Context: an optimization exercise on an open-source flow, tuned for small area and a short achievable clock period. The choices shown serve that exercise and are no tape-out recipe. The RTL was checked by simulation tests, not by an equivalence proof against the original design. Power is estimated from default activity; no workload was simulated.

Design zorder_core, start of the top module:
module zorder_core #(
    parameter D = 4
) (
    input  wire            clk,
    input  wire [3:0]      cmd,
    input  wire [63:0]     a,
    input  wire [63:0]     b,
    input  wire [D*64-1:0] p,
    input  wire [D*64-1:0] q,
    output wire [63:0]     res
);
    wire       w = cmd[3];
    wire [2:0] c = cmd[2:0];
    wire [10:0] emax, are;
    wire [11:0] t;
    wire        same_mag;
    wire        u0, u1, u2, u3;
    zc_pair #(.SCALAR(1)) u_ab (
        .w(w), .p(a), .q(b), .emax(emax), .t(t), .same_mag(same_mag), .pre(are),
        .lt_same(u0), .pneg(u1), .qneg(u2), .qnan(u3)
    );
    wire [5:0] lg;
    zc_log2_64 u_lg (.x({a[63:32] & {32{w}}, a[31:0]}), .y(lg));
    wire [71:0] kt;
    wire [3:0]  lt;
    wire        dec, dval;
    zc_less_axes u_axes (.w(w), .p(p), .q(q), .kt(kt), .lt(lt), .dec(dec), .dval(dval));
    reg [63:0] result;
    reg        sum;
    always @* begin
        sum = 1'b0;
        case (c)
            3'd0:    result = {a[63:32] & {32{w}}, a[31:0]};
            3'd1:    begin
                         result = {41'd0, (w ? 12'hC01 : 12'hF81), are};
                         sum    = 1'b1;
                     end
            3'd2:    result = {12'd0, a[51:23] & {29{w}}, a[22:0]};
            3'd3:    result = {58'd0, lg};
            3'd4:    begin
                         result = same_mag ? 64'hFFFFFFFF80000000 : {41'd0, t, emax};
                         sum    = ~same_mag;
                     end
            default: result = 64'd0;    
        endcase
    end
    reg [63:0] r_res;
    reg        r_sum;
    reg        r_isless;
    reg [71:0] r_kt;
    reg [3:0]  r_lt;
    reg        r_dec, r_dval;
    always @(posedge clk) begin
        r_res    <= result;
        r_sum    <= sum;
        r_isless <= (c == 3'd5);
        r_kt     <= kt;
        r_lt     <= lt;
        r_dec    <= dec;
        r_dval   <= dval;
    end
    wire [11:0] sv;
  ...
Size: about 3,100 cells after synthesis, about 140 flip-flops, ~0.020 mm2 of cells after synthesis.
export LEC_CHECK = 0
export CAP_MARGIN = 20
export CORE_MARGIN = 2
export CORE_UTILIZATION = 35
export SLEW_MARGIN = 20
export TNS_END_PERCENT = 0
create_clock -name core_clock -period 16.0 [get_ports {clk}]
standard.sh (not shown) runs the stock make flow with config.mk's settings and CLKGATE_MAP_FILE= SYNTH_SCRIPT=/design/flow/synth_recipe.tcl, a recipe that flattens the netlist after the stock synthesis.
==> flow/flow/run.sh <==
#!/bin/bash
# Standard layout, with these changes:
# - synthesis (flow/synth_fast.tcl, otherwise the standard flow's synthesis script) has
#   ABC map the logic with a delay target of 2000 ps using yosys's own ABC
#   script, and leaves adders to ABC (ADDER_MAP_FILE empty);
# - the smallest plain buffer on every port;
# - timing repair aims for 9 ns of setup slack, on the worst path only.
set -euo pipefail
export ADDER_MAP_FILE=
export FAST_ABC_D=2000
export BUFFER_PORTS_ARGS="-buffer_cell sky130_fd_sc_hd__buf_1"
export SETUP_SLACK_MARGIN=9
sed "s#SYNTH_SCRIPT=[^ ]*#SYNTH_SCRIPT=$PWD/flow/synth_fast.tcl#" standard.sh > standard_fast.sh
bash standard_fast.sh > standard_flow.log 2>&1
==> flow/flow/synth_fast.tcl <==
# The standard flow's synthesis script, with ABC mapping the logic against a delay
# target (yosys's own ABC script with -D) instead of ORFS's speed script.
proc abc {args} {
  set a {}
  set skip 0
  foreach x $args {
    if { $skip } { set skip 0; continue }
    if { $x eq "-script" } { set skip 1; continue }
    lappend a $x
  }
  yosys abc {*}$a -D $::env(FAST_ABC_D)
}
proc synth {args} { yosys synth -nofsm -noshare {*}$args }
source $::env(SCRIPTS_DIR)/synth.tcl
# left out here: clear keep_hierarchy, flatten, clean up, hide names made inside functions, write 1_2_yosys.v
The starting point ran to the end with no violations.
Edit:
==> flow/flow/run.sh (replaced) <==
#!/bin/bash
# Standard layout, with three changes:
# - synthesis leaves adders to ABC instead of mapping them onto the
#   library's half/full-adder cells (ADDER_MAP_FILE empty);
# - the smallest plain buffer on every port;
# - timing repair aims for 10 ns of setup slack.
set -euo pipefail
export ADDER_MAP_FILE=
export BUFFER_PORTS_ARGS="-buffer_cell sky130_fd_sc_hd__buf_1"
export SETUP_SLACK_MARGIN=10
bash standard.sh > standard_flow.log 2>&1
- TNS_END_PERCENT: 0 -> default
removed: flow/flow/synth_fast.tcl
The new run finished clean.
Utilization goes up by 0.76 points.
Clock power rose by 5.4%.
Clock-buffer cell count increases by 2.
Worst hold slack got worse by 52 ps.
Edit:
==> flow/flow/run.sh (replaced) <==
#!/bin/bash
# Standard layout, with these changes:
# - synthesis (flow/synth_fast.tcl, otherwise the standard flow's synthesis script) has
#   ABC map the logic with a delay target of 4000 ps using yosys's own ABC
#   script, and leaves adders to ABC (ADDER_MAP_FILE empty);
# - the smallest plain buffer on every port;
# - timing repair aims for 9 ns of setup slack, on the worst path only.
set -euo pipefail
export ADDER_MAP_FILE=
export FAST_ABC_D=4000
export BUFFER_PORTS_ARGS="-buffer_cell sky130_fd_sc_hd__buf_1"
export SETUP_SLACK_MARGIN=9
sed "s#SYNTH_SCRIPT=[^ ]*#SYNTH_SCRIPT=$PWD/flow/synth_fast.tcl#" standard.sh > standard_fast.sh
bash standard_fast.sh > standard_flow.log 2>&1
==> flow/flow/synth_fast.tcl (new file) <==
# The standard flow's synthesis script, with ABC mapping the logic against a delay
# target (yosys's own ABC script with -D) instead of ORFS's speed script.
proc abc {args} {
  set a {}
  set skip 0
  foreach x $args {
    if { $skip } { set skip 0; continue }
    if { $x eq "-script" } { set skip 1; continue }
    lappend a $x
  }
  yosys abc {*}$a -D $::env(FAST_ABC_D)
}
proc synth {args} { yosys synth -nofsm -noshare {*}$args }
source $::env(SCRIPTS_DIR)/synth.tcl
# left out here: clear keep_hierarchy, flatten, clean up, hide names made inside functions, write 1_2_yosys.v
- CORE_UTILIZATION: 35 -> 55
- TNS_END_PERCENT: default -> 0
Outcome: The new run aborted during I/O pin placement (3_2_place_iop); area after synthesis drops by about 11%; synthesized cell count decreases by about 7%.

zorder_core again, from the RTL that the note above started with.
clock: 16.0 ns
lec_check: 0
cap_margin: 20
core_margin: 2
core_utilization: 35
slew_margin: 20
tns_end_percent: 0
==> flow/flow/run.sh <==
#!/bin/bash
# Standard layout, with three changes:
# - synthesis leaves adders to ABC instead of mapping them onto the
#   library's half/full-adder cells (ADDER_MAP_FILE empty);
# - the smallest plain buffer on every port;
# - timing repair aims for 12 ns of setup slack, on the worst path only.
set -euo pipefail
export ADDER_MAP_FILE=
export BUFFER_PORTS_ARGS="-buffer_cell sky130_fd_sc_hd__buf_1"
export SETUP_SLACK_MARGIN=12
bash standard.sh > standard_flow.log 2>&1
==> next run, changes <==
==> flow/flow/run.sh (replaced) <==
#!/bin/bash
# Standard layout, with these changes:
# - synthesis (flow/synth_fast.tcl, otherwise the standard flow's synthesis script) has
#   ABC map the logic with a delay target of 1000 ps using yosys's own ABC
#   script, and leaves adders to ABC (ADDER_MAP_FILE empty); with
#   SYNTH_HIERARCHICAL the larger modules are mapped one by one;
# - the smallest plain buffer on every port;
# - timing repair aims for 9 ns of setup slack, on the worst path only.
set -euo pipefail
export ADDER_MAP_FILE=
export FAST_ABC_D=1000
export BUFFER_PORTS_ARGS="-buffer_cell sky130_fd_sc_hd__buf_1"
export SETUP_SLACK_MARGIN=9
sed "s#SYNTH_SCRIPT=[^ ]*#SYNTH_SCRIPT=$PWD/flow/synth_fast.tcl#" standard.sh > standard_fast.sh
bash standard_fast.sh > standard_flow.log 2>&1
==> flow/flow/synth_fast.tcl (new file) <==
# The standard flow's synthesis script, with ABC mapping the logic against a delay
# target (yosys's own ABC script with -D) instead of ORFS's speed script.
proc abc {args} {
  set a {}
  set skip 0
  foreach x $args {
    if { $skip } { set skip 0; continue }
    if { $x eq "-script" } { set skip 1; continue }
    lappend a $x
  }
  yosys abc {*}$a -D $::env(FAST_ABC_D)
}
proc synth {args} { yosys synth -nofsm -noshare {*}$args }
source $::env(SCRIPTS_DIR)/synth.tcl
# left out here: clear keep_hierarchy, flatten, clean up, hide names made inside functions, write 1_2_yosys.v
Settings changed: SYNTH_HIERARCHICAL set to 1, SYNTH_MINIMUM_KEEP_SIZE set to 200.
=> The changed run completed with no timing, DRC or antenna violations; combinational power decreases by a few percent; design area goes down by a few percent; die area decreases by a few percent; synthesized cell count falls by a few percent; worst hold slack is better by 0.053 ns.
==> next run, changes <==
==> flow/flow/run.sh (replaced) <==
#!/bin/bash
# Standard layout, with three changes:
# - synthesis leaves adders to ABC instead of mapping them onto the
#   library's half/full-adder cells (ADDER_MAP_FILE empty);
# - the smallest plain buffer on every port;
# - timing repair aims for 9 ns of setup slack, on the worst path only.
set -euo pipefail
export ADDER_MAP_FILE=
export BUFFER_PORTS_ARGS="-buffer_cell sky130_fd_sc_hd__buf_1"
export SETUP_SLACK_MARGIN=9
bash standard.sh > standard_flow.log 2>&1
Settings changed: SYNTH_HIERARCHICAL 1 to unset, SYNTH_MINIMUM_KEEP_SIZE 200 to unset.
removed: flow/flow/synth_fast.tcl
=> Setup slack gains 0.51 ns. Power climbs by 2.1%. Routed wire length climbs by 2.6%.
==> next run, changes <==
==> flow/flow/run.sh (replaced) <==
#!/bin/bash
# Standard layout, with two changes:
# - synthesis leaves adders to ABC instead of mapping them onto the
#   library's half/full-adder cells (ADDER_MAP_FILE empty);
# - the smallest plain buffer on every port.
set -euo pipefail
export ADDER_MAP_FILE=
export BUFFER_PORTS_ARGS="-buffer_cell sky130_fd_sc_hd__buf_1"
bash standard.sh > standard_flow.log 2>&1
Settings changed: SETUP_SLACK_MARGIN set to 5, TNS_END_PERCENT 0 to unset.
=>
- routed wire length shrinks slightly
- cell count shrinks slightly
- global-route usage shrinks by 0.49 points
- critical path depth shrinks by 2
- first-iteration DRC count grows slightly
- synthesized cell count stays the same
- synthesized area stays the same
- clock-buffer cell count stays the same
- worst setup slack loses 0.71 ns

## lane 1
zorder_core, a different RTL version from the one above (not shown whole).
Size in the first run: about 3100 cells after synthesis, roughly 66 flip-flops, about 710 I/O pins, about 20000 µm² of cells after synthesis.
clock: 16.0 ns
lec_check: 0
cap_margin: 20
core_margin: 2
core_utilization: 35
place_density: 0.75
slew_margin: 20
tns_end_percent: 0
==> flow/flow/run.sh <==
#!/bin/bash
# Standard layout, with these changes:
# - synthesis (flow/synth_fast.tcl, otherwise the standard flow's synthesis script) has
#   ABC map the logic with a delay target of 4000 ps using yosys's own ABC
#   script, and leaves adders to ABC (ADDER_MAP_FILE empty);
# - the smallest plain buffer on every port;
# - timing repair aims for 9 ns of setup slack, on the worst path only.
set -euo pipefail
export ADDER_MAP_FILE=
export FAST_ABC_D=4000
export BUFFER_PORTS_ARGS="-buffer_cell sky130_fd_sc_hd__buf_1"
export SETUP_SLACK_MARGIN=9
sed "s#SYNTH_SCRIPT=[^ ]*#SYNTH_SCRIPT=$PWD/flow/synth_fast.tcl#" standard.sh > standard_fast.sh
bash standard_fast.sh > standard_flow.log 2>&1
==> flow/flow/synth_fast.tcl <==
# The standard flow's synthesis script, with ABC mapping the logic against a delay
# target (yosys's own ABC script with -D) instead of ORFS's speed script.
proc abc {args} {
  set a {}
  set skip 0
  foreach x $args {
    if { $skip } { set skip 0; continue }
    if { $x eq "-script" } { set skip 1; continue }
    lappend a $x
  }
  yosys abc {*}$a -D $::env(FAST_ABC_D)
}
proc synth {args} { yosys synth -nofsm -noshare {*}$args }
source $::env(SCRIPTS_DIR)/synth.tcl
# left out here: clear keep_hierarchy, flatten, clean up, hide names made inside functions, write 1_2_yosys.v
The inputs of lane 2 differ from those of lane 1 as listed below.
- a deleted PLACE_DENSITY that had been 0.75
[summary]
- Diff lane 1 -> lane 2 | average vias per placed instance | decrease of 0.90%
- Setup slack: lane 2 less than lane 1
- Lane 2 reports its worst setup path startpoint as r_res[7] while lane 1 reports r_res[19].
- When lane 2 is measured against lane 1, its non-clock buffer count turns out about 0.8% lower.

## afterwards: timing with drivers on the ports
How much do the figures lean on ideal ports? The routed layouts below were timed once more, with nothing changed but the port constraints.
Step 1 assumes that a clkbuf_16 drives the clock port and a buf_2 every other input.
Step 2 adds t to the input delays and takes it off the output delays; t is the mean of the earliest and latest rising clock arrival at the registers after step 1. Input paths then give back, and output paths get back, about the clock's delay inside the block.
Three values: ideal, step 1, step 2; two values: the first two.
run	shift t [ns]	setup WS [ns]	pins driven straight from the clock port
the first run of note 1	0.516	8.082 / 8.024 / 8.023	1
the second run of note 1	0.520	8.624 / 8.569 / 9.089	1
the first run of note 2	0.516	8.547 / 8.489 / 8.137	1
the second run of note 2	0.492	8.218 / 8.162 / 8.456	1
the third run of note 2	0.520	8.723 / 8.665 / 8.374	1
the fourth run of note 2	0.518	8.016 / 7.960 / 8.110	1
lane 1	0.390	8.451 / 8.398 / 8.109	1
lane 2	0.399	8.383 / 8.333 / 8.080	1
After both steps setup and hold are still met in every run listed. The setup slack of the first run of note 2, which loses most, moves by -0.058 ns with the drivers and by -0.410 ns with both steps.
